Source: an optimization exercise on an open RTL-to-GDS flow (aim: a short achievable clock period and few clock cycles). Production flows keep margins and buffers that such runs may drop.
RTL that was checked went through simulation tests only; none was proved equivalent to the original.
The RTL of runs 1 to 3 was laid out without a check of its function.
Power is estimated from default activity; no workload was simulated.

==> flow/design.v <==
module dcpu16_core (
    input  wire         clk,
    input  wire         rst,         
    input  wire         start,       
    output wire         busy,        
    output reg          mem_req,
    output reg          mem_we,
    output reg  [15:0]  mem_addr,
    output reg  [15:0]  mem_wdata,
    input  wire         mem_ready,
    input  wire [15:0]  mem_rdata,
    output wire [127:0] regs,        
    output wire [15:0]  pc,
    output wire [15:0]  sp,
    output wire         o
);
    localparam integer DIVK  = 3;
    reg s_idle, s_f, s_ax, s_am, s_bx, s_bm, s_k, s_w;
    reg [15:0] gpr [0:7];
    reg [15:0] pc_r;
    reg [15:0] pc1_r, pc2_r;     
    reg [15:0] npc;              
    reg [15:0] sp_r;
    reg        o_r;
    reg [15:0] addr_r;       
    reg [15:0] av, bv;       
    reg [15:0] mav, mbv;     
    reg [15:0] na, nb;       
    reg [15:0] r_and, r_xor;         
    reg [15:0] r_lg;                 
    reg [15:0] r_ag, r_ap;           
    reg        r_sub;                
    reg [18:0] r_shl2;               
    reg [15:0] r_shr2;               
    reg        r_big;                
    reg [15:0] a_loc;        
    reg [5:0]  ca_r, cb_r;   
    reg        exe;          
    reg [7:0]  wr_reg;       
    reg        wr_sp, wr_pc, wr_o, wr_mem;
    reg        slow;         
    reg q_set, q_add, q_sub, q_mul, q_shl, q_shr, q_and, q_bor, q_xor;
    reg f_set, f_add, f_sub, f_div, f_mod, f_shl, f_shr, f_res;
    reg f_and, f_bor, f_xor, f_ife, f_ifn, f_ifg, f_ifb, f_wo;
    reg [15:0] res_r;        
    reg        ores_r;       
    reg [15:0] drem;         
    reg [15:0] dq;           
    reg [15:0] dbv;          
    reg [17:0] db3;          
    reg [3:0]  kcnt;
    reg        bvz;
    assign busy = ~s_idle;
    function c_ext(input [5:0] c);
        c_ext = (c[5:3] == 3'b010) || (c == 6'd30) || (c == 6'd31);
    endfunction
    function c_mem(input [5:0] c);
        c_mem = (c[5:3] == 3'b001) || (c[5:3] == 3'b010) || (c == 6'd24) ||
                (c == 6'd25) || (c == 6'd26) || (c == 6'd30);
    endfunction
    function [15:0] nval(input [5:0] c);
        if (c[5])
            nval = {11'd0, c[4:0]};
        else if (c[4:3] != 2'b11)
            nval = gpr[c[2:0]];
        else if (c == 6'd27)
            nval = sp_r;
        else if (c == 6'd28)
            nval = pc_r;
        else
            nval = {15'd0, o_r};
    endfunction
    function [15:0] maddr(input [5:0] c);
        if (c[4:3] != 2'b11)
            maddr = gpr[c[2:0]];
        else if (c == 6'd26)
            maddr = sp_r - 16'd1;
        else
            maddr = sp_r;
    endfunction
    function has_res(input [3:0] op);
        has_res = (op != 4'd0) && (op < 4'd12);
    endfunction
    function [16:0] ks_carry(input [15:0] g, input [15:0] p, input cin);
        reg [15:0] gg, pp, g2, p2;
        integer k, d;
        begin
            gg = g;
            pp = p;
            gg[0] = g[0] | (p[0] & cin);
            for (d = 1; d < 16; d = d * 2) begin
                g2 = gg;
                p2 = pp;
                for (k = d; k < 16; k = k + 1) begin
                    g2[k] = gg[k] | (pp[k] & gg[k-d]);
                    p2[k] = pp[k] & pp[k-d];
                end
                gg = g2;
                pp = p2;
            end
            ks_carry = {gg, cin};
        end
    endfunction
    wire [16:0] ar_c    = ks_carry(r_ag, r_ap, r_sub);
    wire [15:0] ar_sum  = r_ap ^ ar_c[15:0];
    wire        ar_co   = ar_c[16];
    wire        big_sh  = r_big;
    wire [31:0] shl_raw = {13'd0, r_shl2} << {bv[3:2], 2'b00};
    wire [15:0] shr_raw = r_shr2 >> {bv[3:2], 2'b00};
    wire [16:0] madd_raw = {1'b0, mav} + {1'b0, mbv};
    wire [16:0] msub_raw = {1'b0, mav} - {1'b0, mbv};
    wire        mbig_sh  = (mbv[15:4] != 12'd0);
    wire [31:0] mshl_raw = {16'd0, mav} << mbv[3:0];
    wire [15:0] mshr_raw = mav >> mbv[3:0];
    wire [31:0] mul_raw  = mav * mbv;
    wire        mshl_o   = mbig_sh ? (mav != 16'd0) : (mshl_raw[31:16] != 16'd0);
    wire        shl_o   = big_sh ? (r_shl2 != 19'd0) : (shl_raw[31:16] != 16'd0);
    wire [15:0] reg_result =
          ({16{f_res}} & res_r)
        | ({16{f_div & ~bvz}} & dq)
        | ({16{f_mod & ~bvz}} & drem);
    wire [15:0] logic_result = r_lg | reg_result;
    wire [15:0] ex_result =
          ({16{f_add | f_sub}} & ar_sum)
        | ({16{f_shl & ~big_sh}} & shl_raw[15:0])
        | ({16{f_shr & ~big_sh}} & shr_raw)
        | logic_result;
    wire ex_o = (f_add & ar_co)
              | (f_sub & ~ar_co)
              | (f_shl & shl_o)
              | (f_res & ores_r)
              | (f_div & bvz);
    wire [15:0] k_result =
          ({16{q_set}} & mbv)
        | ({16{q_add}} & madd_raw[15:0])
        | ({16{q_sub}} & msub_raw[15:0])
        | ({16{q_mul}} & mul_raw[15:0])
        | ({16{q_shl & ~mbig_sh}} & mshl_raw[15:0])
        | ({16{q_shr & ~mbig_sh}} & mshr_raw)
        | ({16{q_and}} & (mav & mbv))
        | ({16{q_bor}} & (mav | mbv))
        | ({16{q_xor}} & (mav ^ mbv));
    wire k_o = (q_add & madd_raw[16])
             | (q_sub & msub_raw[16])
             | (q_mul & (mul_raw[31:16] != 16'd0))
             | (q_shl & mshl_o);
    wire a_ne_b  = (r_xor != 16'd0);
    wire ex_skip = (f_ife & a_ne_b)
                 | (f_ifn & ~a_ne_b)
                 | (f_ifg & ~(ar_co & a_ne_b))
                 | (f_ifb & (r_and == 16'd0));
    wire [15:0] log_p1 = logic_result + 16'd1;
    wire [15:0] res_p1 = log_p1;
    wire [15:0] pc_inc1 = pc1_r;
    wire [15:0] pc_inc2 = pc2_r;
    wire [15:0] new_pc = !exe    ? pc_r :
                         wr_pc   ? res_p1 :
                         ex_skip ? pc_inc2 : pc_inc1;
    wire        new_o  = !exe   ? o_r :
                         wr_o   ? (reg_result != 16'd0) :
                         f_wo   ? ex_o : o_r;
    genvar gi;
    generate
        for (gi = 0; gi < 8; gi = gi + 1) begin : g_out
            assign regs[16*gi +: 16] = wr_reg[gi] ? ex_result : gpr[gi];
        end
    endgenerate
    assign pc = new_pc;
    assign sp = wr_sp ? ex_result : sp_r;
    assign o  = new_o;
    function [31:0] r4_step(input [15:0] r, input [15:0] q, input [15:0] b, input [17:0] b3);
        reg [17:0] t;
        reg [1:0]  d;
        begin
            t = {r, q[15:14]};
            if (t >= b3) begin
                t = t - b3;
                d = 2'd3;
            end else if (t >= {1'b0, b, 1'b0}) begin
                t = t - {1'b0, b, 1'b0};
                d = 2'd2;
            end else if (t >= {2'b0, b}) begin
                t = t - {2'b0, b};
                d = 2'd1;
            end else begin
                d = 2'd0;
            end
            r4_step = {t[15:0], q[13:0], d};
        end
    endfunction
    wire [17:0] mb3 = {2'b0, mbv} + {1'b0, mbv, 1'b0};
    wire [31:0] d0a = r4_step(16'd0, mav, mbv, mb3);
    wire [31:0] d0  = r4_step(d0a[31:16], d0a[15:0], mbv, mb3);
    wire [31:0] d4a = r4_step(drem, dq, dbv, db3);
    wire [31:0] d4b = r4_step(d4a[31:16], d4a[15:0], dbv, db3);
    wire [31:0] d4  = r4_step(d4b[31:16], d4b[15:0], dbv, db3);
    task go_idle;
        begin
            s_idle <= 1'b1;
            exe    <= 1'b1;
        end
    endtask
    task post(input slow_i, input wmem_i, input [15:0] wloc);
        begin
            if (slow_i) begin
                s_k <= 1'b1;
            end else if (wmem_i) begin
                s_w    <= 1'b1;
                addr_r <= wloc;
            end else begin
                go_idle;
            end
        end
    endtask
    task resolve_b(input [5:0] c, input slow_i, input wmem_i, input [15:0] wloc);
        begin
            nb = nval(c);
            if (slow_i) mbv <= nval(c);
            if (c_ext(c)) begin
                s_bx   <= 1'b1;
                addr_r <= pc1_r;
                npc     = pc1_r;
            end else if (c_mem(c)) begin
                s_bm   <= 1'b1;
                addr_r <= maddr(c);
                if (c == 6'd24) sp_r <= sp_r + 16'd1;
                if (c == 6'd26) sp_r <= sp_r - 16'd1;
            end else begin
                post(slow_i, wmem_i, wloc);
            end
        end
    endtask
    wire [15:0] w  = mem_rdata;
    wire [3:0]  wo = w[3:0];
    wire [5:0]  wa = w[9:4];
    wire [5:0]  wb = w[15:10];
    wire        w_res  = has_res(wo);
    wire        w_slow = (wo == 4'd4) || (wo == 4'd5) || (wo == 4'd6) ||
                         (w_res && wa == 6'd29) ||
                         (wa == 6'd28 && (wo == 4'd2 || wo == 4'd3 || wo == 4'd7 || wo == 4'd8));
    wire ld_f   = s_f & mem_ready;
    wire n_set  = ld_f ? (wo == 4'd1)  : f_set;
    wire n_and  = ld_f ? (wo == 4'd9)  : f_and;
    wire n_bor  = ld_f ? (wo == 4'd10) : f_bor;
    wire n_xor  = ld_f ? (wo == 4'd11) : f_xor;
    wire n_subm = ld_f ? (wo == 4'd3 || wo == 4'd14) : (f_sub | f_ifg);
    integer i;
    always @(posedge clk) begin
        na  = av;
        nb  = bv;
        npc = pc_r;
        if (rst) begin
            s_idle <= 1'b1;
            s_f  <= 1'b0; s_ax <= 1'b0; s_am <= 1'b0; s_bx <= 1'b0;
            s_bm <= 1'b0; s_k  <= 1'b0; s_w  <= 1'b0;
            for (i = 0; i < 8; i = i + 1) gpr[i] <= 16'd0;
            npc     = 16'd0;
            sp_r   <= 16'd0;
            o_r    <= 1'b0;
            addr_r <= 16'd0;
            exe    <= 1'b0;
            wr_reg <= 8'd0;
            wr_sp  <= 1'b0;
            wr_pc  <= 1'b0;
            wr_o   <= 1'b0;
            wr_mem <= 1'b0;
            kcnt   <= 4'd0;
            drem   <= 16'd0;
        end else begin
            exe <= 1'b0;
            if (s_idle) begin
                if (exe) begin
                    for (i = 0; i < 8; i = i + 1)
                        if (wr_reg[i]) gpr[i] <= ex_result;
                    if (wr_sp) sp_r <= ex_result;
                    npc   = new_pc;
                    o_r  <= new_o;
                    wr_reg <= 8'd0;
                    wr_sp  <= 1'b0;
                    wr_pc  <= 1'b0;
                    wr_o   <= 1'b0;
                end
                addr_r <= new_pc;
                if (start) begin
                    s_idle <= 1'b0;
                    s_f    <= 1'b1;
                end
            end
            if (s_f && mem_ready) begin
                s_f  <= 1'b0;
                ca_r <= wa;
                cb_r <= wb;
                q_set <= (wo == 4'd1);  q_add <= (wo == 4'd2);
                q_sub <= (wo == 4'd3);  q_mul <= (wo == 4'd4);
                q_shl <= (wo == 4'd7);  q_shr <= (wo == 4'd8);
                q_and <= (wo == 4'd9);  q_bor <= (wo == 4'd10);
                q_xor <= (wo == 4'd11);
                f_set <= !w_slow && (wo == 4'd1);  f_add <= !w_slow && (wo == 4'd2);
                f_sub <= !w_slow && (wo == 4'd3);  f_res <= w_slow && (wo != 4'd5) && (wo != 4'd6);
                f_div <= (wo == 4'd5);  f_mod <= (wo == 4'd6);
                f_shl <= !w_slow && (wo == 4'd7);  f_shr <= !w_slow && (wo == 4'd8);
                f_and <= !w_slow && (wo == 4'd9);  f_bor <= !w_slow && (wo == 4'd10);
                f_xor <= !w_slow && (wo == 4'd11); f_ife <= (wo == 4'd12);
                f_ifn <= (wo == 4'd13); f_ifg <= (wo == 4'd14);
                f_ifb <= (wo == 4'd15);
                f_wo  <= (wo >= 4'd2) && (wo <= 4'd8);
                slow  <= w_slow;
                for (i = 0; i < 8; i = i + 1)
                    wr_reg[i] <= w_res && (wa[5:3] == 3'b000) && (wa[2:0] == i);
                wr_sp  <= w_res && (wa == 6'd27);
                wr_pc  <= w_res && (wa == 6'd28);
                wr_o   <= w_res && (wa == 6'd29);
                wr_mem <= w_res && c_mem(wa);
                na = nval(wa);
                if (w_slow) mav <= nval(wa);
                if (c_ext(wa)) begin
                    s_ax   <= 1'b1;
                    addr_r <= pc1_r;
                    npc     = pc1_r;
                end else if (c_mem(wa)) begin
                    s_am   <= 1'b1;
                    addr_r <= maddr(wa);
                    if (wa == 6'd24) sp_r <= sp_r + 16'd1;
                    if (wa == 6'd26) sp_r <= sp_r - 16'd1;
                end else begin
                    resolve_b(wb, w_slow, 1'b0, a_loc);
                end
            end
            if (s_ax && mem_ready) begin
                s_ax <= 1'b0;
                if (ca_r[5:3] == 3'b010) begin
                    s_am   <= 1'b1;
                    addr_r <= av + mem_rdata;
                end else if (ca_r == 6'd30) begin
                    s_am   <= 1'b1;
                    addr_r <= mem_rdata;
                end else begin
                    na = mem_rdata;
                    if (slow) mav <= mem_rdata;
                    resolve_b(cb_r, slow, 1'b0, a_loc);
                end
            end
            if (s_am && mem_ready) begin
                s_am  <= 1'b0;
                na    = mem_rdata;
                if (slow) mav <= mem_rdata;
                a_loc <= addr_r;
                resolve_b(cb_r, slow, wr_mem, addr_r);
            end
            if (s_bx && mem_ready) begin
                s_bx <= 1'b0;
                if (cb_r[5:3] == 3'b010) begin
                    s_bm   <= 1'b1;
                    addr_r <= bv + mem_rdata;
                end else if (cb_r == 6'd30) begin
                    s_bm   <= 1'b1;
                    addr_r <= mem_rdata;
                end else begin
                    nb = mem_rdata;
                    if (slow) mbv <= mem_rdata;
                    post(slow, wr_mem, a_loc);
                end
            end
            if (s_bm && mem_ready) begin
                s_bm <= 1'b0;
                nb   = mem_rdata;
                if (slow) mbv <= mem_rdata;
                post(slow, wr_mem, a_loc);
            end
            if (s_k) begin
                kcnt <= kcnt + 4'd1;
                bvz  <= (mbv == 16'd0);
                if (f_res) begin
                    res_r  <= k_result;
                    ores_r <= k_o;
                end
                if (kcnt == 4'd0) begin
                    drem <= d0[31:16];
                    dq   <= d0[15:0];
                    dbv  <= mbv;
                    db3  <= mb3;
                end else begin
                    drem <= d4[31:16];
                    dq   <= d4[15:0];
                end
                if (f_res || kcnt == DIVK - 1) begin
                    s_k  <= 1'b0;
                    kcnt <= 4'd0;
                    if (wr_mem) begin
                        s_w    <= 1'b1;
                        addr_r <= a_loc;
                    end else begin
                        go_idle;
                    end
                end
            end
            if (s_w && mem_ready) begin
                s_w <= 1'b0;
                go_idle;
            end
        end
        av     <= na;
        bv     <= nb;
        pc_r   <= npc;
        pc1_r  <= npc + 16'd1;
        pc2_r  <= npc + 16'd2;
        r_and  <= na & nb;
        r_xor  <= na ^ nb;
        r_lg   <= ({16{n_set}} & nb) | ({16{n_and}} & (na & nb)) |
                  ({16{n_bor}} & (na | nb)) | ({16{n_xor}} & (na ^ nb));
        r_sub  <= n_subm;
        r_ag   <= n_subm ? (na & ~nb) : (na & nb);
        r_ap   <= n_subm ? ~(na ^ nb) : (na ^ nb);
        r_shl2 <= {3'd0, na} << nb[1:0];
        r_shr2 <= na >> nb[1:0];
        r_big  <= (nb[15:4] != 12'd0);
    end
    always @(*) begin
        mem_req   = s_f | s_ax | s_am | s_bx | s_bm | s_w;
        mem_we    = s_w;
        mem_addr  = addr_r;
        mem_wdata = ex_result;
    end
endmodule
==> flow/flow/run.sh <==
#!/bin/bash
set -euo pipefail
MARGIN=$(cat flow/margin.txt)
bash standard.sh SETUP_SLACK_MARGIN=$MARGIN finish > standard_flow.log 2>&1
==> flow/flow/margin.txt <==
23
==> flow/standard.sh <==
#!/bin/bash
# synth_recipe.tcl (not shown) runs the flow's synth.tcl, then flattens the netlist and writes it again
# the make line also repeats each setting of config.mk as NAME=value (left out here)
make -C /OpenROAD-flow-scripts/flow DESIGN_CONFIG=/design/flow/config.mk WORK_HOME=/design/flow/orfs CLKGATE_MAP_FILE= SYNTH_SCRIPT=/design/flow/synth_recipe.tcl "${@:-finish}"
==> flow/config.mk <==
export PLATFORM = sky130hd
export DESIGN_NAME = dcpu16_core
export DESIGN_NICKNAME = dcpu16_core
export VERILOG_FILES = /design/flow/design.v
export SDC_FILE = /design/flow/constraint.sdc
export NUM_CORES = 4
export LEC_CHECK = 0
export CAP_MARGIN = 20
export CORE_MARGIN = 2
export CORE_UTILIZATION = 40
export PLACE_DENSITY = 0.6
export SLEW_MARGIN = 20
==> flow/constraint.sdc <==
create_clock -name core_clock -period 33.0 [get_ports {clk}]
set_input_delay 6.6000 -clock core_clock [delete_from_list [all_inputs] [get_ports {clk}]]
set_output_delay 6.6000 -clock core_clock [all_outputs]
set_load 0.01 [all_outputs]
==> run notes, run 1 <==
CTS tree=built; worst setup margin=22.20 ns; EDFF count, synth=153; Post-Layout Cell Count=10351; Final Hold Viols=0; worst slew pin tran=1.24 ns; synthesized area per cell=7.56 um2; Die Ht=393 um; GPL Wtd Cong=1.07; wire length per cell=31.6 um; area grow syn2layout=20.7%; Pleak=30.1 nW; fin crit period=10.80 ns; Final HPWL DP=237000 um; Worst Setup SP=bvz; WP data required=26.40 ns; max FFs per register=128; Placed Instances=9943; Die Width=393 um; total global routing overflow=0; worst min-delay path startpoint=gpr[4][10]; Rel. slew slack=17.6%; Max-cap violations=0; total power=4.21 mW; Max Fanout on Critical Path=6; RSZ-0062 raised after global routing=true; die area=0.154 mm2; Tcrit/Tclk final=32.7%; Longest Clk Path Bufs=3; Biggest register=gpr; yosys warns=2; maximum vdd drop=0.128 mV; clock tree sinks=551; H-tree levels=3; Power Density=57.6 mW/mm2; routed wire length=327000 um; final setup fails=0; vias in the first global route=62812; Startpoint Class=flop; dominant synthesized flop cell=dfxtp_1; status=finished clean; Arrival @ worst endpoint=4.20 ns; ys async rst share=0%; initial DRC count=9118; post-synthesis register bit count=551; clock skew=0.0640 ns; initial antenna violation count=9; clk latency of the worst-skew pair=0.71 ns; Top Registers=gpr x128, r_shl2 x19, db3 x18; Post-Synthesis Cells=7995; Rows=142; All-Layer GR Usage=40.7%; Worst-path clk slew=0.06 ns; DRC=0; Crit Path Class=reg -> out; # nets final=8990; drt first pass iters=8; first-pass GRT wire length=457000 um; RR Startpoint=dq[14]; CP endpoint=pc[12]; sequential-to-total area share from yosys stat=20.8%; Worst Hold Class=reg -> reg; Setup crit end kind=primary output; Fill cells=14692; mapped cell area=0.0605 mm2; setup TNS=0 ns; Max Slew Vio Count=0; Core ar.=0.150 mm2; pin count of the biggest net entering global routing=92; flop2flop setup slack=23.44 ns; end of the worst register-to-register path=drem[12]; starting density of the core=40.3%; I/O pins=216; via count=67879; Net Count, Synth=8709; PortBufs=215; FF-to-FF path depth=38; Cell variety after synth=111; Final ANT Viol Nets=0; Root Driver=clkbuf_16; CTS buffer count=68; layout cells sized above 1=15.5%; f_max=0.0926 GHz; drt via density=6.56; Place WS=21.32 ns
==> cell usage in the layout (no fill, tap or decap), types with 47 or more instances in the layout <==
| master | instances |
|---|---|
| a211oi_1 | 86 |
| a21o_1 | 94 |
| a21oi_1 | 713 |
| a21oi_4 | 90 |
| a221oi_1 | 78 |
| a22oi_1 | 78 |
| a31oi_1 | 63 |
| buf_4 | 357 |
| buf_6 | 177 |
| clkbuf_16 | 76 |
| dfxtp_1 | 393 |
| edfxtp_1 | 153 |
| fa_1 | 213 |
| ha_1 | 475 |
| inv_1 | 510 |
| mux2_2 | 57 |
| mux2i_1 | 174 |
| nand2_1 | 857 |
| nand2b_1 | 48 |
| nand3_1 | 133 |
| nand4_1 | 78 |
| nor2_1 | 901 |
| nor2b_1 | 47 |
| nor3_1 | 153 |
| o211ai_1 | 95 |
| o21a_1 | 64 |
| o21ai_0 | 479 |
| o221ai_1 | 49 |
| o22ai_1 | 90 |
| xnor2_1 | 213 |
| xor2_1 | 121 |
==> power breakdown <==
part | internal, mW | switching (mW)
Clock | 0.451 | 0.354
Sequential | 0.768 | 0.104
Combinational | 0.995 | 1.54
==> timing repair <==
item / in CTS / in global routing
setup endpoints to repair: 359 / 245
cloned: 10 / 6
hold endpoints to repair: 0 / 0
pin swaps: 104 / 143
gates resized for setup: 962 / 422
buffers inserted: 152 / 110
hold buffers: 0 / 0
==> worst min-delay path by stage <==
stage	slack, ns	to	depth (start not counted)
finish	0.48	gpr[4][10]	2
detailed placement	0.47	gpr[4][10]	2
floorplan	0.45	gpr[4][10]	2
global placement	0.46	gpr[4][10]	2
global route	0.50	gpr[4][10]	2
CTS	0.48	gpr[4][10]	2
==> kinds of logic (layout without fill, tap and decap cells) <==
| logic type | after synthesis | after routing | synth area share, % |
|---|---|---|---|
| compound gates | 2507 | 2508 | 26.4 |
| xor+xnor | 349 | 349 | 5.05 |
| fa+ha+maj | 694 | 694 | 17.0 |
| buf+inv | 1063 | 1395 | 6.68 |
| flops | 551 | 551 | 20.8 |
| mux | 285 | 285 | 5.43 |
| other cells | 0 | 6 | 0 |
| simple gates | 2546 | 2547 | 18.6 |
==> area by class of cell <==
class | count | area (um2) | area share [%]
Sequential cell | 551 | 12600 | 17.2
Tap cell | 2016 | 2520 | 3.45
Timing Repair Buffer | 726 | 6970 | 9.54
Inverter | 546 | 2080 | 2.85
Clock inverter | 35 | 387 | 0.529
Antenna cell | 6 | 15.0 | 0.0206
Clock buffer | 88 | 1960 | 2.69
Multi-Input combinational cell | 6383 | 46500 | 63.7
==> stage by stage <==
step	cell area [um2]	utilization (%)	hold slack, ns
finish	73000	48.7	0.478
global route	73000	48.7	0.497
CTS	70500	47.0	0.479
detailed placement	65200	43.5	0.471
global placement	65100	43.4	0.460
floorplan	60500	-	0.450
==> worst max-delay path: stages, from the launching register on <==
cell and delay (ns):
edfxtp_1 0.53, buf_4 0.20, buf_4 0.13, nor2b_4 0.13, buf_6 0.14, a2111o_1 0.26, buf_4 0.22, nand4_1 0.20
buf_4 0.21, or3_4 0.36, nor4_4 0.19, xnor2_2 0.28, mux2i_1 0.19, mux2_4 0.33, buf_6 0.13
==> metal layers <==
layer	wire length (um)	GRT usage, %	vias to the layer above
met3	35700	9.14	1208
met5	37	0	-
li1	-	-	29218
met2	138000	60.9	4736
met1	124000	51.2	32711
met4	30000	30.4	6
==> cell usage after synthesis (18+ instances only) <==
master	n	share of area, %
o211ai_1	95	1.2
o21bai_1	31	0.38
a22oi_1	79	0.98
a21oi_1	841	7.0
nand4_1	78	0.81
o21ai_1	27	0.22
mux4_2	27	1.0
o31ai_1	27	0.34
o221ai_1	52	0.75
o21ai_0	520	4.3
or3_1	30	0.31
a21o_1	96	1.2
nor2_1	926	5.7
edfxtp_1	153	7.6
buf_2	27	0.22
nand2_1	864	5.4
and2_1	48	0.50
a221oi_1	85	1.2
ha_1	481	10
o31a_1	18	0.26
and3_1	40	0.41
a21boi_0	21	0.26
o21a_1	66	0.82
mux2i_1	185	3.1
fa_1	213	7.1
nor2b_1	57	0.59
clkbuf_1	418	2.6
a31oi_1	67	0.69
o22ai_1	91	0.94
a22o_1	21	0.30
nor4_1	55	0.57
nor3_1	159	1.3
nand3_1	136	1.1
mux2_2	67	1.2
a221o_1	29	0.48
a211oi_1	95	1.2
xnor2_1	225	3.3
inv_1	527	3.3
xor2_1	124	1.8
a311oi_1	34	0.49
dfxtp_1	398	13
nand2b_1	50	0.52
buf_1	68	0.42
==> inputs of run 2 (changes only) <==
--- a/flow/design.v
+++ b/flow/design.v
@@ -26,4 +26,5 @@
     reg [15:0] av, bv;       
     reg [15:0] mav, mbv;     
+    reg        q_md;         
     reg [15:0] na, nb;       
     reg [15:0] r_and, r_xor;         
@@ -108,11 +109,5 @@
     wire [31:0] shl_raw = {13'd0, r_shl2} << {bv[3:2], 2'b00};
     wire [15:0] shr_raw = r_shr2 >> {bv[3:2], 2'b00};
-    wire [16:0] madd_raw = {1'b0, mav} + {1'b0, mbv};
-    wire [16:0] msub_raw = {1'b0, mav} - {1'b0, mbv};
-    wire        mbig_sh  = (mbv[15:4] != 12'd0);
-    wire [31:0] mshl_raw = {16'd0, mav} << mbv[3:0];
-    wire [15:0] mshr_raw = mav >> mbv[3:0];
     wire [31:0] mul_raw  = mav * mbv;
-    wire        mshl_o   = mbig_sh ? (mav != 16'd0) : (mshl_raw[31:16] != 16'd0);
     wire        shl_o   = big_sh ? (r_shl2 != 19'd0) : (shl_raw[31:16] != 16'd0);
     wire [15:0] reg_result =
@@ -131,18 +126,11 @@
               | (f_res & ores_r)
               | (f_div & bvz);
-    wire [15:0] k_result =
-          ({16{q_set}} & mbv)
-        | ({16{q_add}} & madd_raw[15:0])
-        | ({16{q_sub}} & msub_raw[15:0])
-        | ({16{q_mul}} & mul_raw[15:0])
-        | ({16{q_shl & ~mbig_sh}} & mshl_raw[15:0])
-        | ({16{q_shr & ~mbig_sh}} & mshr_raw)
-        | ({16{q_and}} & (mav & mbv))
-        | ({16{q_bor}} & (mav | mbv))
-        | ({16{q_xor}} & (mav ^ mbv));
-    wire k_o = (q_add & madd_raw[16])
-             | (q_sub & msub_raw[16])
-             | (q_mul & (mul_raw[31:16] != 16'd0))
-             | (q_shl & mshl_o);
+    wire [15:0] k_result = q_mul ? mul_raw[15:0] :
+          (r_lg
+        | ({16{q_add | q_sub}} & ar_sum)
+        | ({16{q_shl & ~big_sh}} & shl_raw[15:0])
+        | ({16{q_shr & ~big_sh}} & shr_raw));
+    wire k_o = q_mul ? (mul_raw[31:16] != 16'd0) :
+               ((q_add & ar_co) | (q_sub & ~ar_co) | (q_shl & shl_o));
     wire a_ne_b  = (r_xor != 16'd0);
     wire ex_skip = (f_ife & a_ne_b)
@@ -201,4 +189,14 @@
         end
     endtask
+    wire [15:0] w  = mem_rdata;
+    wire [3:0]  wo = w[3:0];
+    wire [5:0]  wa = w[9:4];
+    wire [5:0]  wb = w[15:10];
+    wire        w_res  = has_res(wo);
+    wire        w_md   = (wo == 4'd4) || (wo == 4'd5) || (wo == 4'd6);
+    wire        md_now = s_f ? w_md : q_md;
+    wire        w_slow = (wo == 4'd4) || (wo == 4'd5) || (wo == 4'd6) ||
+                         (w_res && wa == 6'd29) ||
+                         (wa == 6'd28 && (wo == 4'd2 || wo == 4'd3 || wo == 4'd7 || wo == 4'd8));
     task post(input slow_i, input wmem_i, input [15:0] wloc);
         begin
@@ -216,5 +214,5 @@
         begin
             nb = nval(c);
-            if (slow_i) mbv <= nval(c);
+            if (md_now) mbv <= nval(c);
             if (c_ext(c)) begin
                 s_bx   <= 1'b1;
@@ -231,18 +229,10 @@
         end
     endtask
-    wire [15:0] w  = mem_rdata;
-    wire [3:0]  wo = w[3:0];
-    wire [5:0]  wa = w[9:4];
-    wire [5:0]  wb = w[15:10];
-    wire        w_res  = has_res(wo);
-    wire        w_slow = (wo == 4'd4) || (wo == 4'd5) || (wo == 4'd6) ||
-                         (w_res && wa == 6'd29) ||
-                         (wa == 6'd28 && (wo == 4'd2 || wo == 4'd3 || wo == 4'd7 || wo == 4'd8));
     wire ld_f   = s_f & mem_ready;
-    wire n_set  = ld_f ? (wo == 4'd1)  : f_set;
-    wire n_and  = ld_f ? (wo == 4'd9)  : f_and;
-    wire n_bor  = ld_f ? (wo == 4'd10) : f_bor;
-    wire n_xor  = ld_f ? (wo == 4'd11) : f_xor;
-    wire n_subm = ld_f ? (wo == 4'd3 || wo == 4'd14) : (f_sub | f_ifg);
+    wire n_set  = ld_f ? (wo == 4'd1)  : (q_set & ~s_k);
+    wire n_and  = ld_f ? (wo == 4'd9)  : (q_and & ~s_k);
+    wire n_bor  = ld_f ? (wo == 4'd10) : (q_bor & ~s_k);
+    wire n_xor  = ld_f ? (wo == 4'd11) : (q_xor & ~s_k);
+    wire n_subm = ld_f ? (wo == 4'd3 || wo == 4'd14) : (q_sub | f_ifg);
     integer i;
     always @(posedge clk) begin
@@ -313,5 +303,6 @@
                 wr_mem <= w_res && c_mem(wa);
                 na = nval(wa);
-                if (w_slow) mav <= nval(wa);
+                if (w_md) mav <= nval(wa);
+                q_md <= w_md;
                 if (c_ext(wa)) begin
                     s_ax   <= 1'b1;
@@ -337,5 +328,5 @@
                 end else begin
                     na = mem_rdata;
-                    if (slow) mav <= mem_rdata;
+                    if (q_md) mav <= mem_rdata;
                     resolve_b(cb_r, slow, 1'b0, a_loc);
                 end
@@ -344,5 +335,5 @@
                 s_am  <= 1'b0;
                 na    = mem_rdata;
-                if (slow) mav <= mem_rdata;
+                if (q_md) mav <= mem_rdata;
                 a_loc <= addr_r;
                 resolve_b(cb_r, slow, wr_mem, addr_r);
@@ -358,5 +349,5 @@
                 end else begin
                     nb = mem_rdata;
-                    if (slow) mbv <= mem_rdata;
+                    if (q_md) mbv <= mem_rdata;
                     post(slow, wr_mem, a_loc);
                 end
@@ -365,5 +356,5 @@
                 s_bm <= 1'b0;
                 nb   = mem_rdata;
-                if (slow) mbv <= mem_rdata;
+                if (q_md) mbv <= mem_rdata;
                 post(slow, wr_mem, a_loc);
             end
==> run 2 against run 1 <==
Net effect: still clean; global-route usage decreased by 2.3 points; die area decreased by 3.2%; worst setup slack improved by 0.13 ns.
==> run notes, run 2 <==
ys async rst share=0% (unchanged); CTS buffer count=61 (was 68); I/O pins=216 (unchanged); Crit Path Class=reg -> out (unchanged); ranking of synthesized cells by area=dfxtp_1 (14%), ha_1 (9.2%), edfxtp_1 (7.7%) (was dfxtp_1 (13%), ha_1 (10%), edfxtp_1 (7.6%)); Startpoint Class=flop (unchanged); vias in the first global route=59804 (was 62812); most frequent cells in the layout=nand2_1 (787), nor2_1 (679), a21oi_1 (629) (was nor2_1 (901), nand2_1 (857), a21oi_1 (713)); CTS tree=built (unchanged); wire length per cell=31.0 um (was 31.6 um); dominant synthesized flop cell=dfxtp_1 (unchanged); Pleak=28.7 nW (was 30.1 nW); Final Hold Viols=0 (unchanged); worst min-delay path startpoint=a_loc[3] (was gpr[4][10]); Cell variety after synth=109 (was 111); GPL Wtd Cong=1.06 (was 1.07); Worst-path clk slew=0.06 ns (about the same); flop2flop setup slack=23.27 ns (was 23.44 ns); clock skew=0.0612 ns (was 0.0640 ns); final instance area=0.0703 mm2 (was 0.0730 mm2); f_max=0.0937 GHz (was 0.0926 GHz); Rows=140 (was 142); Place WS=21.51 ns (was 21.32 ns); post-synthesis register bit count=548 (was 551); EDFF count, synth=150 (was 153); H-tree levels=2 (was 3); clk latency of the worst-skew pair=0.74 ns (was 0.71 ns); yosys warns=2 (unchanged); pin count of the biggest net entering global routing=86 (was 92); mapped cell area=0.0585 mm2 (was 0.0605 mm2); Final HPWL DP=221000 um (was 237000 um); Synth top area share=13.6% (was 13.2%); status=finished clean (unchanged); largest area contributor in the netlist=dfxtp_1 (unchanged); PortBufs=215 (unchanged); most frequent cells after synthesis=nand2_1 (803), a21oi_1 (756), nor2_1 (698) (was nor2_1 (926), nand2_1 (864), a21oi_1 (841)); Longest Clk Path Bufs=3 (unchanged); Seq. cell area=0.0125 mm2 (was 0.0126 mm2); Max-cap violations=0 (unchanged); Arrival @ worst endpoint=4.07 ns (was 4.20 ns); hold depth=2 (unchanged); fin crit period=10.67 ns (was 10.80 ns); RSZ-0062 raised after global routing=true (unchanged); worst setup margin=22.33 ns (was 22.20 ns); initial DRC count=8269 (was 9118); Tcrit/Tclk final=32.3% (was 32.7%); placed inst area=0.0627 mm2 (was 0.0652 mm2); Net Count, Synth=8232 (was 8709); first-pass GRT wire length=427000 um (was 457000 um); routed wire length=304000 um (was 327000 um); DRC=0 (unchanged); most common cell after layout, fill and taps aside=nand2_1 (was nor2_1); Root Driver=clkbuf_16 (unchanged); area of the multi-input gates=0.0448 mm2 (was 0.0465 mm2); Power Density=64.1 mW/mm2 (was 57.6 mW/mm2); drt via density=6.56 (about the same); Fill cells=14158 (was 14692); FF-to-FF path depth=22 (was 38); initial antenna violation count=21 (was 9); Hold Path Sink=addr_r[3] (was gpr[4][10]); maximum vdd drop=0.0862 mV (was 0.128 mV); final setup fails=0 (unchanged); Max Slew Vio Count=0 (unchanged); Rel. slew slack=18.5% (was 17.6%); worst slew pin tran=1.19 ns (was 1.24 ns); drt first pass iters=9 (was 8); Die Ht=387 um (was 393 um); layout cells sized above 1=15.6% (was 15.5%); # nets final=8491 (was 8990); starting density of the core=40.3% (about the same); Setup crit end kind=primary output (unchanged); Post-Synthesis Cells=7570 (was 7995); max FFs per register=128 (unchanged); All-Layer GR Usage=38.4% (was 40.7%); Die Width=387 um (was 393 um); synthesized area per cell=7.73 um2 (was 7.56 um2); clock tree sinks=548 (was 551); Max Fanout on Critical Path=3 (was 6); die area=0.149 mm2 (was 0.154 mm2); WP data required=26.40 ns (about the same); via count=64354 (was 67879); Worst Hold Class=reg -> reg (unchanged); Biggest register=gpr (unchanged); setup TNS=0 ns (unchanged); area grow syn2layout=20.1% (was 20.7%); Core ar.=0.145 mm2 (was 0.150 mm2); count leader, synth=nand2_1 (was nor2_1); Final ANT Viol Nets=0 (unchanged); sequential-to-total area share from yosys stat=21.3% (was 20.8%); Top Registers=gpr x128, r_shl2 x19, db3 x18 (unchanged); RR Startpoint=mbv[6] (was dq[14]); total global routing overflow=0 (unchanged); end of the worst register-to-register path=drem[5] (was drem[12])
==> run 2: changes by cell type in the layout (fill, tap and decap cells not counted), sizes merged, moves of 30 or more <==
| cell | previous run | this run |
|---|---|---|
| and2 | 48 | 188 |
| nor2 | 928 | 699 |
| ha | 481 | 431 |
| a21oi | 848 | 760 |
| o21ai | 552 | 474 |
| inv | 536 | 504 |
| buf | 640 | 547 |
| nand2 | 866 | 806 |
| xnor2 | 225 | 195 |
==> run 2: report_power, final <==
part           leakage, nW  internal [mW]  switching, mW
clock network         1.11          0.441          0.334
registers             4.66          0.774          0.134
logic                 22.9           1.13           1.69
==> run 2: layer usage <==
metal	vias up	GRT usage, %	share of wire [%]
met2	4366	58.6	43
met4	18	26.7	8.8
met3	1150	8.90	11
met1	31016	47.9	37
met5	-	0	0.039
li1	27804	-	-
==> run 2: kinds of logic after synthesis <==
group / Yosys count / share of synthesized area [%]
AO/OA/AOI/OAI: 2359 / 26.3
AND/OR/NAND/NOR: 2426 / 19.2
XOR/XNOR: 330 / 4.94
buffers and inverters: 994 / 6.47
flip-flops: 548 / 21.3
adder cells (fa/ha/maj): 642 / 16.4
multiplexers: 271 / 5.33
==> run 2: worst max-delay path, cell delays in order (launching register included) <==
cell	delay [ns]
dfxtp_2	0.33
ha_4	0.15
or2_4	0.23
ha_4	0.16
o21a_1	0.19
o21ai_2	0.17
a21oi_2	0.10
o31ai_2	0.32
nand2_2	0.16
buf_6	0.15
a221oi_4	0.27
mux2i_1	0.22
nand3_1	0.11
o21ai_2	0.09
o21ai_2	0.07
buf_6	0.17
mux2_4	0.32
buf_6	0.14
==> run 2: layout make-up <==
| type | instances | share of cell area [%] |
|---|---|---|
| Inverter | 521 | 2.86 |
| Clock inverter | 34 | 0.602 |
| Timing Repair Buffer | 664 | 8.96 |
| Sequential cell | 548 | 17.8 |
| Multi-Input combinational cell | 6032 | 63.8 |
| Antenna cell | 10 | 0.0356 |
| Timing Repair inverter | 1 | 0.0107 |
| Clock buffer | 81 | 2.60 |
| Tap cell | 1917 | 3.41 |
==> run 2: through the flow <==
stage	power, mW	hold WS, ns	std cells	utilization, %
after floorplan	2.54	0.442	7570	-
after global placement	3.30	0.465	9400	43.1
after detailed placement	3.31	0.479	9400	43.1
after CTS	4.31	0.507	9671	46.6
after global routing	4.79	0.524	9799	48.3
final	4.51	0.504	9808	48.3
==> run 2: timing repair <==
item                                    4_1_cts  5_1_grt
pin swaps                                    64      113
hold buffers                                  0        0
endpoints found under the setup margin      321      252
gates cloned                                 10        8
resized for setup                           715      502
setup buffers                               146      116
==> run 2: worst max path at each step <==
stage,start,to,slack (ns),cells past startpoint
finish,r_ap[0],o,22.33,17
global route,r_ap[0],o,22.15,17
CTS,r_sub,o,22.39,17
detailed placement,mem_rdata[12],r_lg[1],21.51,16
global placement,mem_rdata[5],pc2_r[12],21.57,14
floorplan,mem_rdata[10],r_lg[7],23.03,18
==> inputs of run 3 (changes only) <==
--- a/flow/design.v
+++ b/flow/design.v
@@ -111,8 +111,5 @@
     wire [31:0] mul_raw  = mav * mbv;
     wire        shl_o   = big_sh ? (r_shl2 != 19'd0) : (shl_raw[31:16] != 16'd0);
-    wire [15:0] reg_result =
-          ({16{f_res}} & res_r)
-        | ({16{f_div & ~bvz}} & dq)
-        | ({16{f_mod & ~bvz}} & drem);
+    wire [15:0] reg_result = {16{slow}} & res_r;
     wire [15:0] logic_result = r_lg | reg_result;
     wire [15:0] ex_result =
@@ -124,6 +121,5 @@
               | (f_sub & ~ar_co)
               | (f_shl & shl_o)
-              | (f_res & ores_r)
-              | (f_div & bvz);
+              | (slow & ores_r);
     wire [15:0] k_result = q_mul ? mul_raw[15:0] :
           (r_lg
@@ -362,7 +358,9 @@
                 kcnt <= kcnt + 4'd1;
                 bvz  <= (mbv == 16'd0);
-                if (f_res) begin
+                if (kcnt == 4'd0) begin
                     res_r  <= k_result;
-                    ores_r <= k_o;
+                    ores_r <= f_div ? (mbv == 16'd0) : k_o;
+                end else if (kcnt == DIVK - 1) begin
+                    res_r  <= (f_div ? d4[15:0] : d4[31:16]) & {16{~bvz}};
                 end
                 if (kcnt == 4'd0) begin
==> flow/flow/margin.txt (replaced) <==
24
==> run 3 against run 2 <==
Net effect: non-clock buffer count rose by 406; synthesized cell count grew 0.36%; cell count increased by 4.5%; via count grew 4.8%; routed wire length up 7.7%; global-route usage up 3.1 points; die area is 0.58% lower; still clean; hold slack lost 0.032 ns; register-to-register slack better by 0.84 ns; worst setup slack gained 0.074 ns; largest cell class unchanged.
==> run notes, run 3 <==
busiest grt layer=met2 (unchanged); final setup fails=0 (unchanged); CP delay by family, top=compound AO/OA/AOI/OAI gates (unchanged); initial antenna violation count=16 (was 21); max FFs per register=128 (unchanged); worst-path cell chain=ha_4 -> or2_4 -> ha_4 -> o21a_1 -> o21ai_2 -> a21boi_2 -> o211ai_1 -> nand2_2 -> buf_6 -> buf_6 -> xor2_4 -> a221oi_4 -> buf_12 -> buf_12 -> buf_12 -> a21oi_4 -> buf_2 (was ha_4 -> or2_4 -> ha_4 -> o21a_1 -> o21ai_2 -> a21oi_2 -> o31ai_2 -> nand2_2 -> buf_6 -> a221oi_4 -> mux2i_1 -> nand3_1 -> o21ai_2 -> o21ai_2 -> buf_6 -> mux2_4 -> buf_6); Hold Slack=0.472 ns (was 0.504 ns); initial DRC count=8710 (was 8269); Final HPWL DP=220000 um (was 221000 um); vias in the first global route=63322 (was 59804); Crit Path Class=reg -> out (unchanged); setup TNS=0 ns (unchanged); clk latency of the worst-skew pair=0.72 ns (was 0.74 ns); Worst Setup SP=r_ap[0] (unchanged); worst min-delay path startpoint=gpr[1][9] (was a_loc[3]); hold buffers post-CTS=0 (unchanged); total global routing overflow=0 (unchanged); ranking of synthesized cells by area=dfxtp_1 (14%), ha_1 (9.3%), edfxtp_1 (7.7%) (was dfxtp_1 (14%), ha_1 (9.2%), edfxtp_1 (7.7%)); All-Layer GR Usage=41.5% (was 38.4%); FF-to-FF path depth=32 (was 22); Biggest register=gpr (unchanged); grt met3 use=11.6% (was 8.90%); sequential-to-total area share from yosys stat=21.4% (was 21.3%); yosys warns=2 (unchanged); end of the worst register-to-register path=res_r[3] (was drem[5]); CTS buffer count=67 (was 61); die area=0.149 mm2 (about the same); pin count of the biggest net entering global routing=81 (was 86); WP data required=26.40 ns (about the same); area grow syn2layout=35.5% (was 20.1%); status=finished clean (unchanged); Rel. slew slack=11.1% (was 18.5%); Max Slew Vio Count=0 (unchanged); via count=67432 (was 64354); Crit path largest cell delay=0.33 ns (about the same); Hold Path Sink=gpr[1][9] (was addr_r[3]); met2 Use GR=62.9% (was 58.6%); post-synthesis register bit count=547 (was 548); Die Ht=385 um (was 387 um); Post-Layout Cell Count=10246 (was 9808); worst path bufs/invs=6 (was 3); Place WS=21.53 ns (was 21.51 ns); Critical Path Slowest Stage Cell=dfxtp_2 (unchanged); worst setup margin=22.40 ns (was 22.33 ns); ys async rst share=0% (unchanged); Pleak=31.7 nW (was 28.7 nW); layout cells sized above 1=26.4% (was 15.6%); Worst-path clk slew=0.06 ns (about the same); DRC=0 (unchanged); Max-cap violations=0 (unchanged); Rows=139 (was 140); Top Registers=gpr x128, r_shl2 x19, db3 x18 (unchanged); Tcrit/Tclk final=32.1% (was 32.3%); clock tree sinks=547 (was 548); most common cell after layout, fill and taps aside=nand2_1 (unchanged); drt via density=6.58 (was 6.56); Placed Instances=9411 (was 9400); Root Driver=clkbuf_16 (unchanged); Die Width=385 um (was 387 um); GPL Wtd Cong=1.04 (was 1.06); Max Fanout on Critical Path=4 (was 3); Longest Clk Path Bufs=3 (unchanged); drt first pass iters=7 (was 9); CTS tree=built (unchanged); hold depth=2 (unchanged); routed wire length=327000 um (was 304000 um); Setup crit end kind=primary output (unchanged); I/O pins=216 (unchanged); wire length per cell=31.9 um (was 31.0 um); largest area contributor in the netlist=dfxtp_1 (unchanged); # nets final=8942 (was 8491); Arrival @ worst endpoint=4.00 ns (was 4.07 ns); PortBufs=215 (unchanged); mapped cell area=0.0582 mm2 (was 0.0585 mm2); f_max=0.0943 GHz (was 0.0937 GHz); Fill cells=13087 (was 14158); clock skew=0.0548 ns (was 0.0612 ns); most frequent cells in the layout=nand2_1 (802), nor2_1 (693), a21oi_1 (548) (was nand2_1 (787), nor2_1 (679), a21oi_1 (629)); Core ar.=0.144 mm2 (was 0.145 mm2); total power=4.86 mW (was 4.51 mW); flop2flop setup slack=24.11 ns (was 23.27 ns); count leader, synth=nand2_1 (unchanged); EDFF count, synth=149 (was 150); synthesized area per cell=7.66 um2 (was 7.73 um2); starting density of the core=40.4% (was 40.3%); GR Util met1=47.9% (about the same); area of the multi-input gates=0.0482 mm2 (was 0.0448 mm2); Final ANT Viol Nets=0 (unchanged); Synth top area share=13.7% (was 13.6%); CP dominant cell by count=buf_12; Power Density=61.6 mW/mm2 (was 64.1 mW/mm2); maximum vdd drop=0.147 mV (was 0.0862 mV); dominant synthesized flop cell=dfxtp_1 (unchanged); Net Count, Synth=8259 (was 8232); worst slew pin tran=1.33 ns (was 1.19 ns); Seq. cell area=0.0125 mm2 (about the same); RR Startpoint=drem[8] (was mbv[6]); Final Hold Viols=0 (unchanged); first-pass GRT wire length=449000 um (was 427000 um); RSZ-0062 raised after global routing=true (unchanged); H-tree levels=3 (was 2); fin crit period=10.60 ns (was 10.67 ns); Post-Synthesis Cells=7597 (was 7570); Worst Hold Class=reg -> reg (unchanged); Cell variety after synth=115 (was 109); Startpoint Class=flop (unchanged); most frequent cells after synthesis=nand2_1 (836), a21oi_1 (773), nor2_1 (749) (was nand2_1 (803), a21oi_1 (756), nor2_1 (698))
run 3: cell type report:
cell class	count	share of cell area (%)
Timing Repair inverter	2	0.0206
Tap cell	1903	3.02
Sequential cell	547	15.8
Antenna cell	9	0.0286
Multi-Input combinational cell	6068	61.1
Timing Repair Buffer	1070	14.3
Clock buffer	82	2.33
Inverter	524	2.68
Clock inverter	41	0.773
run 3: cell families after synthesis:
logic type                 synth area share [%]
buffers and inverters                      6.56
adders and majority gates                  16.5
xor gates and xnor gates                   5.20
DFF                                        21.4
muxes                                      5.06
AOI/OAI and AO/OA                          26.4
and+or+nand+nor                            18.8
run 3: worst reg2reg max path, delay by kind of cell, from the launching register on:
family                     cells  cell delay [ns]
and+or+nand+nor                8             2.48
AOI/OAI and AO/OA             18             3.97
muxes                          1             0.21
buffers and inverters          2             0.40
adders and majority gates      3             1.06
DFF                            1             0.54
run 3: worst max path at each step:
stage / end / slack [ns] / cells past startpoint
finish: regs[42] / 22.40 / 17
global route: o / 22.34 / 18
CTS: o / 22.50 / 18
detailed placement: res_r[9] / 21.53 / 35
global placement: res_r[4] / 21.50 / 35
floorplan: pc2_r[15] / 23.60 / 15
run 3: repair_timing:
| item | CTS | global route |
|---|---|---|
| gates cloned | 36 | 11 |
| endpoints found under the setup margin | 474 | 337 |
| pin swaps | 222 | 300 |
| setup buffers | 418 | 236 |
| resized for setup | 1469 | 732 |
run 3: per-layer routing:
layer	vias to the layer above	wire length (um)
met5	-	284
met4	16	35100
met3	1558	37200
met2	4770	139000
met1	32455	115000
li1	28633	-
run 3: stage by stage:
step                      instance area [um2]  utilization (%)
after floorplan                         60100                -
after global placement                  63600             44.2
after detailed placement                63600             44.2
after CTS                               73700             51.2
after global routing                    78800             54.7
final                                   78800             54.7
run 3: where the power goes:
part           total [mW]  internal (mW)  switching, mW
clock network       0.843          0.483          0.360
logic                3.13           1.31           1.81
registers           0.887          0.771          0.116
total                4.86           2.57           2.29
==> inputs of run 4 (changes only) <==
--- a/flow/design.v
+++ b/flow/design.v
@@ -26,13 +26,12 @@
     reg [15:0] av, bv;       
     reg [15:0] mav, mbv;     
-    reg        q_md;         
     reg [15:0] na, nb;       
-    reg [15:0] r_and, r_xor;         
-    reg [15:0] r_lg;                 
-    reg [15:0] r_ag, r_ap;           
-    reg        r_sub;                
+    reg [15:0] r_and, r_or, r_xor;   
+    reg [15:0] r_andn;               
+    reg [15:0] r1_p, r1_g;           
     reg [18:0] r_shl2;               
     reg [15:0] r_shr2;               
     reg        r_big;                
+    reg        r_anz;                
     reg [15:0] a_loc;        
     reg [5:0]  ca_r, cb_r;   
@@ -103,37 +102,60 @@
         end
     endfunction
-    wire [16:0] ar_c    = ks_carry(r_ag, r_ap, r_sub);
-    wire [15:0] ar_sum  = r_ap ^ ar_c[15:0];
-    wire        ar_co   = ar_c[16];
+    wire [16:0] add_c   = ks_carry(r_and, r_xor, 1'b0);
+    wire [16:0] sub_c   = ks_carry(r_andn, ~r_xor, 1'b1);
+    wire [16:0] add_raw = {add_c[16], r_xor ^ add_c[15:0]};
+    wire [16:0] sub_raw = {~sub_c[16], ~r_xor ^ sub_c[15:0]};
     wire        big_sh  = r_big;
     wire [31:0] shl_raw = {13'd0, r_shl2} << {bv[3:2], 2'b00};
     wire [15:0] shr_raw = r_shr2 >> {bv[3:2], 2'b00};
+    wire [16:0] madd_raw = {1'b0, mav} + {1'b0, mbv};
+    wire [16:0] msub_raw = {1'b0, mav} - {1'b0, mbv};
+    wire        mbig_sh  = (mbv[15:4] != 12'd0);
+    wire [31:0] mshl_raw = {16'd0, mav} << mbv[3:0];
+    wire [15:0] mshr_raw = mav >> mbv[3:0];
     wire [31:0] mul_raw  = mav * mbv;
-    wire        shl_o   = big_sh ? (r_shl2 != 19'd0) : (shl_raw[31:16] != 16'd0);
+    wire        mshl_o   = mbig_sh ? (mav != 16'd0) : (mshl_raw[31:16] != 16'd0);
+    wire        shl_o   = big_sh ? r_anz : (shl_raw[31:16] != 16'd0);
     wire [15:0] reg_result = {16{slow}} & res_r;
-    wire [15:0] logic_result = r_lg | reg_result;
+    wire [15:0] logic_result =
+          ({16{f_and}} & r_and)
+        | ({16{f_bor}} & r_or)
+        | ({16{f_xor}} & r_xor)
+        | reg_result;
     wire [15:0] ex_result =
-          ({16{f_add | f_sub}} & ar_sum)
+          ({16{f_set}} & bv)
+        | ({16{f_add}} & add_raw[15:0])
+        | ({16{f_sub}} & sub_raw[15:0])
         | ({16{f_shl & ~big_sh}} & shl_raw[15:0])
         | ({16{f_shr & ~big_sh}} & shr_raw)
         | logic_result;
-    wire ex_o = (f_add & ar_co)
-              | (f_sub & ~ar_co)
+    wire ex_o = (f_add & add_raw[16])
+              | (f_sub & sub_raw[16])
               | (f_shl & shl_o)
               | (slow & ores_r);
-    wire [15:0] k_result = q_mul ? mul_raw[15:0] :
-          (r_lg
-        | ({16{q_add | q_sub}} & ar_sum)
-        | ({16{q_shl & ~big_sh}} & shl_raw[15:0])
-        | ({16{q_shr & ~big_sh}} & shr_raw));
-    wire k_o = q_mul ? (mul_raw[31:16] != 16'd0) :
-               ((q_add & ar_co) | (q_sub & ~ar_co) | (q_shl & shl_o));
+    wire [15:0] k_result =
+          ({16{q_set}} & mbv)
+        | ({16{q_add}} & madd_raw[15:0])
+        | ({16{q_sub}} & msub_raw[15:0])
+        | ({16{q_mul}} & mul_raw[15:0])
+        | ({16{q_shl & ~mbig_sh}} & mshl_raw[15:0])
+        | ({16{q_shr & ~mbig_sh}} & mshr_raw)
+        | ({16{q_and}} & (mav & mbv))
+        | ({16{q_bor}} & (mav | mbv))
+        | ({16{q_xor}} & (mav ^ mbv));
+    wire k_o = (q_add & madd_raw[16])
+             | (q_sub & msub_raw[16])
+             | (q_mul & (mul_raw[31:16] != 16'd0))
+             | (q_shl & mshl_o);
     wire a_ne_b  = (r_xor != 16'd0);
     wire ex_skip = (f_ife & a_ne_b)
                  | (f_ifn & ~a_ne_b)
-                 | (f_ifg & ~(ar_co & a_ne_b))
+                 | (f_ifg & ~(sub_c[16] & a_ne_b))
                  | (f_ifb & (r_and == 16'd0));
+    wire [16:0] sp1_cc = ks_carry(r1_g, r1_p, 1'b0);
+    wire [15:0] sub_p1 = r1_p ^ sp1_cc[15:0];
+    wire [15:0] set_p1 = bv + 16'd1;
     wire [15:0] log_p1 = logic_result + 16'd1;
-    wire [15:0] res_p1 = log_p1;
+    wire [15:0] res_p1 = f_set ? set_p1 : f_sub ? sub_p1 : log_p1;
     wire [15:0] pc_inc1 = pc1_r;
     wire [15:0] pc_inc2 = pc2_r;
@@ -185,14 +207,4 @@
         end
     endtask
-    wire [15:0] w  = mem_rdata;
-    wire [3:0]  wo = w[3:0];
-    wire [5:0]  wa = w[9:4];
-    wire [5:0]  wb = w[15:10];
-    wire        w_res  = has_res(wo);
-    wire        w_md   = (wo == 4'd4) || (wo == 4'd5) || (wo == 4'd6);
-    wire        md_now = s_f ? w_md : q_md;
-    wire        w_slow = (wo == 4'd4) || (wo == 4'd5) || (wo == 4'd6) ||
-                         (w_res && wa == 6'd29) ||
-                         (wa == 6'd28 && (wo == 4'd2 || wo == 4'd3 || wo == 4'd7 || wo == 4'd8));
     task post(input slow_i, input wmem_i, input [15:0] wloc);
         begin
@@ -210,5 +222,5 @@
         begin
             nb = nval(c);
-            if (md_now) mbv <= nval(c);
+            if (slow_i) mbv <= nval(c);
             if (c_ext(c)) begin
                 s_bx   <= 1'b1;
@@ -225,10 +237,12 @@
         end
     endtask
-    wire ld_f   = s_f & mem_ready;
-    wire n_set  = ld_f ? (wo == 4'd1)  : (q_set & ~s_k);
-    wire n_and  = ld_f ? (wo == 4'd9)  : (q_and & ~s_k);
-    wire n_bor  = ld_f ? (wo == 4'd10) : (q_bor & ~s_k);
-    wire n_xor  = ld_f ? (wo == 4'd11) : (q_xor & ~s_k);
-    wire n_subm = ld_f ? (wo == 4'd3 || wo == 4'd14) : (q_sub | f_ifg);
+    wire [15:0] w  = mem_rdata;
+    wire [3:0]  wo = w[3:0];
+    wire [5:0]  wa = w[9:4];
+    wire [5:0]  wb = w[15:10];
+    wire        w_res  = has_res(wo);
+    wire        w_slow = (wo == 4'd4) || (wo == 4'd5) || (wo == 4'd6) ||
+                         (w_res && wa == 6'd29) ||
+                         (wa == 6'd28 && (wo == 4'd2 || wo == 4'd7 || wo == 4'd8));
     integer i;
     always @(posedge clk) begin
@@ -299,6 +313,5 @@
                 wr_mem <= w_res && c_mem(wa);
                 na = nval(wa);
-                if (w_md) mav <= nval(wa);
-                q_md <= w_md;
+                if (w_slow) mav <= nval(wa);
                 if (c_ext(wa)) begin
                     s_ax   <= 1'b1;
@@ -324,5 +337,5 @@
                 end else begin
                     na = mem_rdata;
-                    if (q_md) mav <= mem_rdata;
+                    if (slow) mav <= mem_rdata;
                     resolve_b(cb_r, slow, 1'b0, a_loc);
                 end
@@ -331,5 +344,5 @@
                 s_am  <= 1'b0;
                 na    = mem_rdata;
-                if (q_md) mav <= mem_rdata;
+                if (slow) mav <= mem_rdata;
                 a_loc <= addr_r;
                 resolve_b(cb_r, slow, wr_mem, addr_r);
@@ -345,5 +358,5 @@
                 end else begin
                     nb = mem_rdata;
-                    if (q_md) mbv <= mem_rdata;
+                    if (slow) mbv <= mem_rdata;
                     post(slow, wr_mem, a_loc);
                 end
@@ -352,5 +365,5 @@
                 s_bm <= 1'b0;
                 nb   = mem_rdata;
-                if (q_md) mbv <= mem_rdata;
+                if (slow) mbv <= mem_rdata;
                 post(slow, wr_mem, a_loc);
             end
@@ -395,13 +408,15 @@
         pc2_r  <= npc + 16'd2;
         r_and  <= na & nb;
+        r_or   <= na | nb;
         r_xor  <= na ^ nb;
-        r_lg   <= ({16{n_set}} & nb) | ({16{n_and}} & (na & nb)) |
-                  ({16{n_bor}} & (na | nb)) | ({16{n_xor}} & (na ^ nb));
-        r_sub  <= n_subm;
-        r_ag   <= n_subm ? (na & ~nb) : (na & nb);
-        r_ap   <= n_subm ? ~(na ^ nb) : (na ^ nb);
+        r_andn <= na & ~nb;
+        r1_p   <= (na ^ ~nb ^ 16'h0002) ^
+                  {((na[14:0] & ~nb[14:0]) | ((na[14:0] ^ ~nb[14:0]) & 15'h0002)), 1'b0};
+        r1_g   <= (na ^ ~nb ^ 16'h0002) &
+                  {((na[14:0] & ~nb[14:0]) | ((na[14:0] ^ ~nb[14:0]) & 15'h0002)), 1'b0};
         r_shl2 <= {3'd0, na} << nb[1:0];
         r_shr2 <= na >> nb[1:0];
         r_big  <= (nb[15:4] != 12'd0);
+        r_anz  <= (na != 16'd0);
     end
     always @(*) begin
==> run 4 against run 3 <==
Net effect: via count up 7.7%; combinational power increased by 1%; synthesized cell count grew 9.1%; design area grew 3.9%; sequential share of layout area shrank 0.093 points; first-iteration DRC count increased by 13%; hold slack improved by 0.019 ns; routed wire length up 11%; cell count is 7.3% higher.
==> run notes, run 4 <==
final setup fails=0 (unchanged); Top Registers=gpr x128, r_shl2 x19, db3 x18 (unchanged); pin count of the biggest net entering global routing=147 (was 81); PortBufs=215 (unchanged); most common cell after layout, fill and taps aside=nor2_1 (was nand2_1); DRC=0 (unchanged); clock tree sinks=564 (was 547); drt first pass iters=7 (unchanged); wire length per cell=33.1 um (was 31.9 um); initial antenna violation count=13 (was 16); worst-path cell chain=nor4b_1 -> a41oi_2 -> o21ai_2 -> a211oi_2 -> nor2_2 -> mux2_2 -> clkdlybuf4s50_1 (was ha_4 -> or2_4 -> ha_4 -> o21a_1 -> o21ai_2 -> a21boi_2 -> o211ai_1 -> nand2_2 -> buf_6 -> buf_6 -> xor2_4 -> a221oi_4 -> buf_12 -> buf_12 -> buf_12 -> a21oi_4 -> buf_2); clk latency of the worst-skew pair=0.71 ns (was 0.72 ns); synthesized area per cell=7.53 um2 (was 7.66 um2); count leader, synth=nor2_1 (was nand2_1); Final HPWL DP=252000 um (was 220000 um); All-Layer GR Usage=43.0% (was 41.5%); sequential-to-total area share from yosys stat=20.5% (was 21.4%); mapped cell area=0.0624 mm2 (was 0.0582 mm2); Stages on worst setup path=7 (was 17); EDFF count, synth=152 (was 149); dominant synthesized flop cell=dfxtp_1 (unchanged); max FFs per register=128 (unchanged); yosys warns=2 (unchanged); f_max=0.0953 GHz (was 0.0943 GHz); Cell variety after synth=113 (was 115); FF-to-FF path depth=32 (unchanged); CTS buffer count=70 (was 67); Crit Path Class=reg -> out (unchanged); Setup crit end kind=primary output (unchanged); maximum vdd drop=0.179 mV (was 0.147 mV); Root Driver=clkbuf_16 (unchanged); most frequent cells after synthesis=nor2_1 (978), nand2_1 (857), a21oi_1 (826) (was nand2_1 (836), a21oi_1 (773), nor2_1 (749)); CP delay by family, top=simple AND/OR/NAND/NOR gates (was compound AO/OA/AOI/OAI gates); Final ANT Viol Nets=0 (unchanged); first-pass GRT wire length=496000 um (was 449000 um); final instance area=0.0819 mm2 (was 0.0788 mm2); Critical Path Slowest Stage Cell=nor4b_1 (was dfxtp_2); area grow syn2layout=31.2% (was 35.5%); initial DRC count=9866 (was 8710); Core ar.=0.155 mm2 (was 0.144 mm2); Post-Synthesis Cells=8287 (was 7597); via count=72619 (was 67432); ys async rst share=0% (unchanged); Crit path largest cell delay=0.95 ns (was 0.33 ns); clock skew=0.0480 ns (was 0.0548 ns); GPL Wtd Cong=1.06 (was 1.04); ranking of synthesized cells by area=dfxtp_1 (13%), ha_1 (10%), edfxtp_1 (7.3%) (was dfxtp_1 (14%), ha_1 (9.3%), edfxtp_1 (7.7%)); post-synthesis register bit count=564 (was 547); Fill cells=14612 (was 13087); Rows=144 (was 139); Worst Hold Class=reg -> reg (unchanged); starting density of the core=40.4% (about the same); Rel. slew slack=10.4% (was 11.1%); status=finished clean (unchanged); Max-cap violations=0 (unchanged); drt via density=6.61 (was 6.58); worst path bufs/invs=1 (was 6); most frequent cells in the layout=nor2_1 (926), nand2_1 (819), a21oi_1 (620) (was nand2_1 (802), nor2_1 (693), a21oi_1 (548)); Die Ht=399 um (was 385 um); Die Width=399 um (was 385 um); # nets final=9616 (was 8942); Net Count, Synth=9018 (was 8259); Final Hold Viols=0 (unchanged); CTS tree=built (unchanged); total global routing overflow=0 (unchanged); Longest Clk Path Bufs=3 (unchanged); setup TNS=0 ns (unchanged); Pleak=33.4 nW (was 31.7 nW); die area=0.159 mm2 (was 0.149 mm2); fin crit period=10.50 ns (was 10.60 ns); hold depth=2 (unchanged); Biggest register=gpr (unchanged); Max Slew Vio Count=0 (unchanged); Arrival @ worst endpoint=3.90 ns (was 4.00 ns); I/O pins=216 (unchanged); hold buffers post-CTS=0 (unchanged); Synth top area share=13.2% (was 13.7%); Startpoint Class=flop (unchanged); Max Fanout on Critical Path=4 (unchanged); Hold Slack=0.491 ns (was 0.472 ns); vias in the first global route=66964 (was 63322); layout cells sized above 1=23.4% (was 26.4%); Tcrit/Tclk final=31.8% (was 32.1%); WP data required=26.40 ns (about the same); worst slew pin tran=1.33 ns (about the same); RSZ-0062 raised after global routing=true (unchanged); largest area contributor in the netlist=dfxtp_1 (unchanged); H-tree levels=3 (unchanged); placed inst area=0.0674 mm2 (was 0.0636 mm2); Worst-path clk slew=0.06 ns (about the same); routed wire length=363000 um (was 327000 um); Power Density=60.5 mW/mm2 (was 61.6 mW/mm2)
==> run 4: cell count changes after synthesis, sizes merged, moves of 24 or more <==
| cell | before | now |
|---|---|---|
| inv | 511 | 594 |
| ha | 431 | 498 |
| nor2 | 752 | 979 |
| nor3 | 138 | 179 |
| o22ai | 74 | 109 |
| and2 | 174 | 50 |
| xnor2 | 196 | 251 |
| clkbuf | 378 | 445 |
| xor2 | 148 | 124 |
| a21oi | 774 | 827 |
| a22oi | 77 | 112 |
==> run 4: repair_timing <==
action,in CTS,in global routing
resized for setup,1412,680
setup endpoints to repair,530,355
buffers inserted,360,230
gates cloned,35,15
pin swaps,252,309
==> run 4: worst register-to-register path: cells and delay by family, from the launching register on <==
family	cells	cell delay [ns]
buffers and inverters	4	0.89
AOI/OAI and AO/OA	13	3.82
DFF	1	0.38
and+or+nand+nor	9	1.76
muxes	3	0.84
adders and majority gates	3	1.07
==> run 4: worst paths after layout <==
check            start        end  slack (ns)
max           r_and[0]      pc[4]       22.50
min          gpr[2][1]  gpr[2][1]        0.49
max reg2reg    dbv[11]    drem[9]       24.15
min reg2reg  gpr[2][1]  gpr[2][1]        0.49
==> run 4: cell families after synthesis <==
kind of cell             Yosys count  synth area share [%]
flip-flops                       564                  20.5
buffers and inverters           1141                  6.94
adder cells (fa/ha/maj)          711                  16.8
AND/OR/NAND/NOR                 2631                  18.7
XOR/XNOR                         375                  5.26
multiplexers                     253                  4.86
AO/OA/AOI/OAI                   2612                  26.9
==> run 4: final cells by class <==
class                   count  area [um2]  area share (%)
multi-input cells        6586       50600            61.8
flip-flops and latches    564       12900            15.7
repair buffers           1054       11000            13.4
well taps                2044        2560            3.12
inverters                 607        2400            2.92
clock buffers              95        2020            2.47
clock inverters            32         428           0.522
diodes                      7        17.5          0.0214
repair inverters            2        12.5          0.0153
==> run 4: power breakdown <==
part           internal (mW)  leakage, nW  switching (mW)
clock                  0.477         1.18           0.365
combinational           1.30         27.4            1.87
sequential             0.802         4.79           0.144
==> run 4: per-layer routing <==
metal  vias up  wire, um  global-route usage, %  part of all wire, %
met5         -       130                      0                0.036
met4        14     34100                   32.2                  9.4
met3      1421     39300                   9.77                   11
met2      5037    154000                   64.9                   42
met1     35226    136000                   53.5                   37
li1      30921         -                      -                    -
==> run 4: metrics by stage <==
| step | std cells | setup WS, ns | total power, mW | utilization (%) |
|---|---|---|---|---|
| 6_report | 10991 | 22.50 | 4.96 | 53.0 |
| 5_1_grt | 10984 | 22.57 | 5.23 | 53.0 |
| 4_1_cts | 10739 | 22.55 | 4.67 | 49.8 |
| 3_5_place_dp | 10217 | 21.35 | 3.46 | 43.6 |
| 3_3_place_gp | 10215 | 21.48 | 3.45 | 43.6 |
| 2_1_floorplan | 8287 | 23.01 | 2.63 | - |
Testbench counts of run 4, summed over its fixed seeds: cycles 462,108.

port drivers added, routing unchanged:
Ports are ideal in the flow. The routed layouts listed here were re-timed in OpenROAD.
Step 1, drivers: a clkbuf_16 drives clk and a buf_2 each remaining input, both assumed.
Step 2 moves the port delays by t, midway between the first and last clock arrival at a register: inputs arrive t later, outputs are due t later. That takes back most of the time a late clock gives input paths.
a / b / c = ideal ports / drivers / drivers and shift; a / b = the first two.
run | shift t [ns] | setup slack, ns | worst setup path after step 2 | cell pins on the clock port's net
run 1 | 0.763 | 22.196 / 22.114 / 22.255 | input to register | 1
run 2 | 0.786 | 22.326 / 22.247 / 22.266 | input to register | 1
run 3 | 0.776 | 22.400 / 22.316 / 22.757 | input to register | 1
run 4 | 0.768 | 22.502 / 22.419 / 22.718 | input to register | 1
After both steps setup and hold are still met in every run listed. For run 2, which loses most, drivers alone change the setup slack by -0.079 ns; drivers and shift together by -0.060 ns.
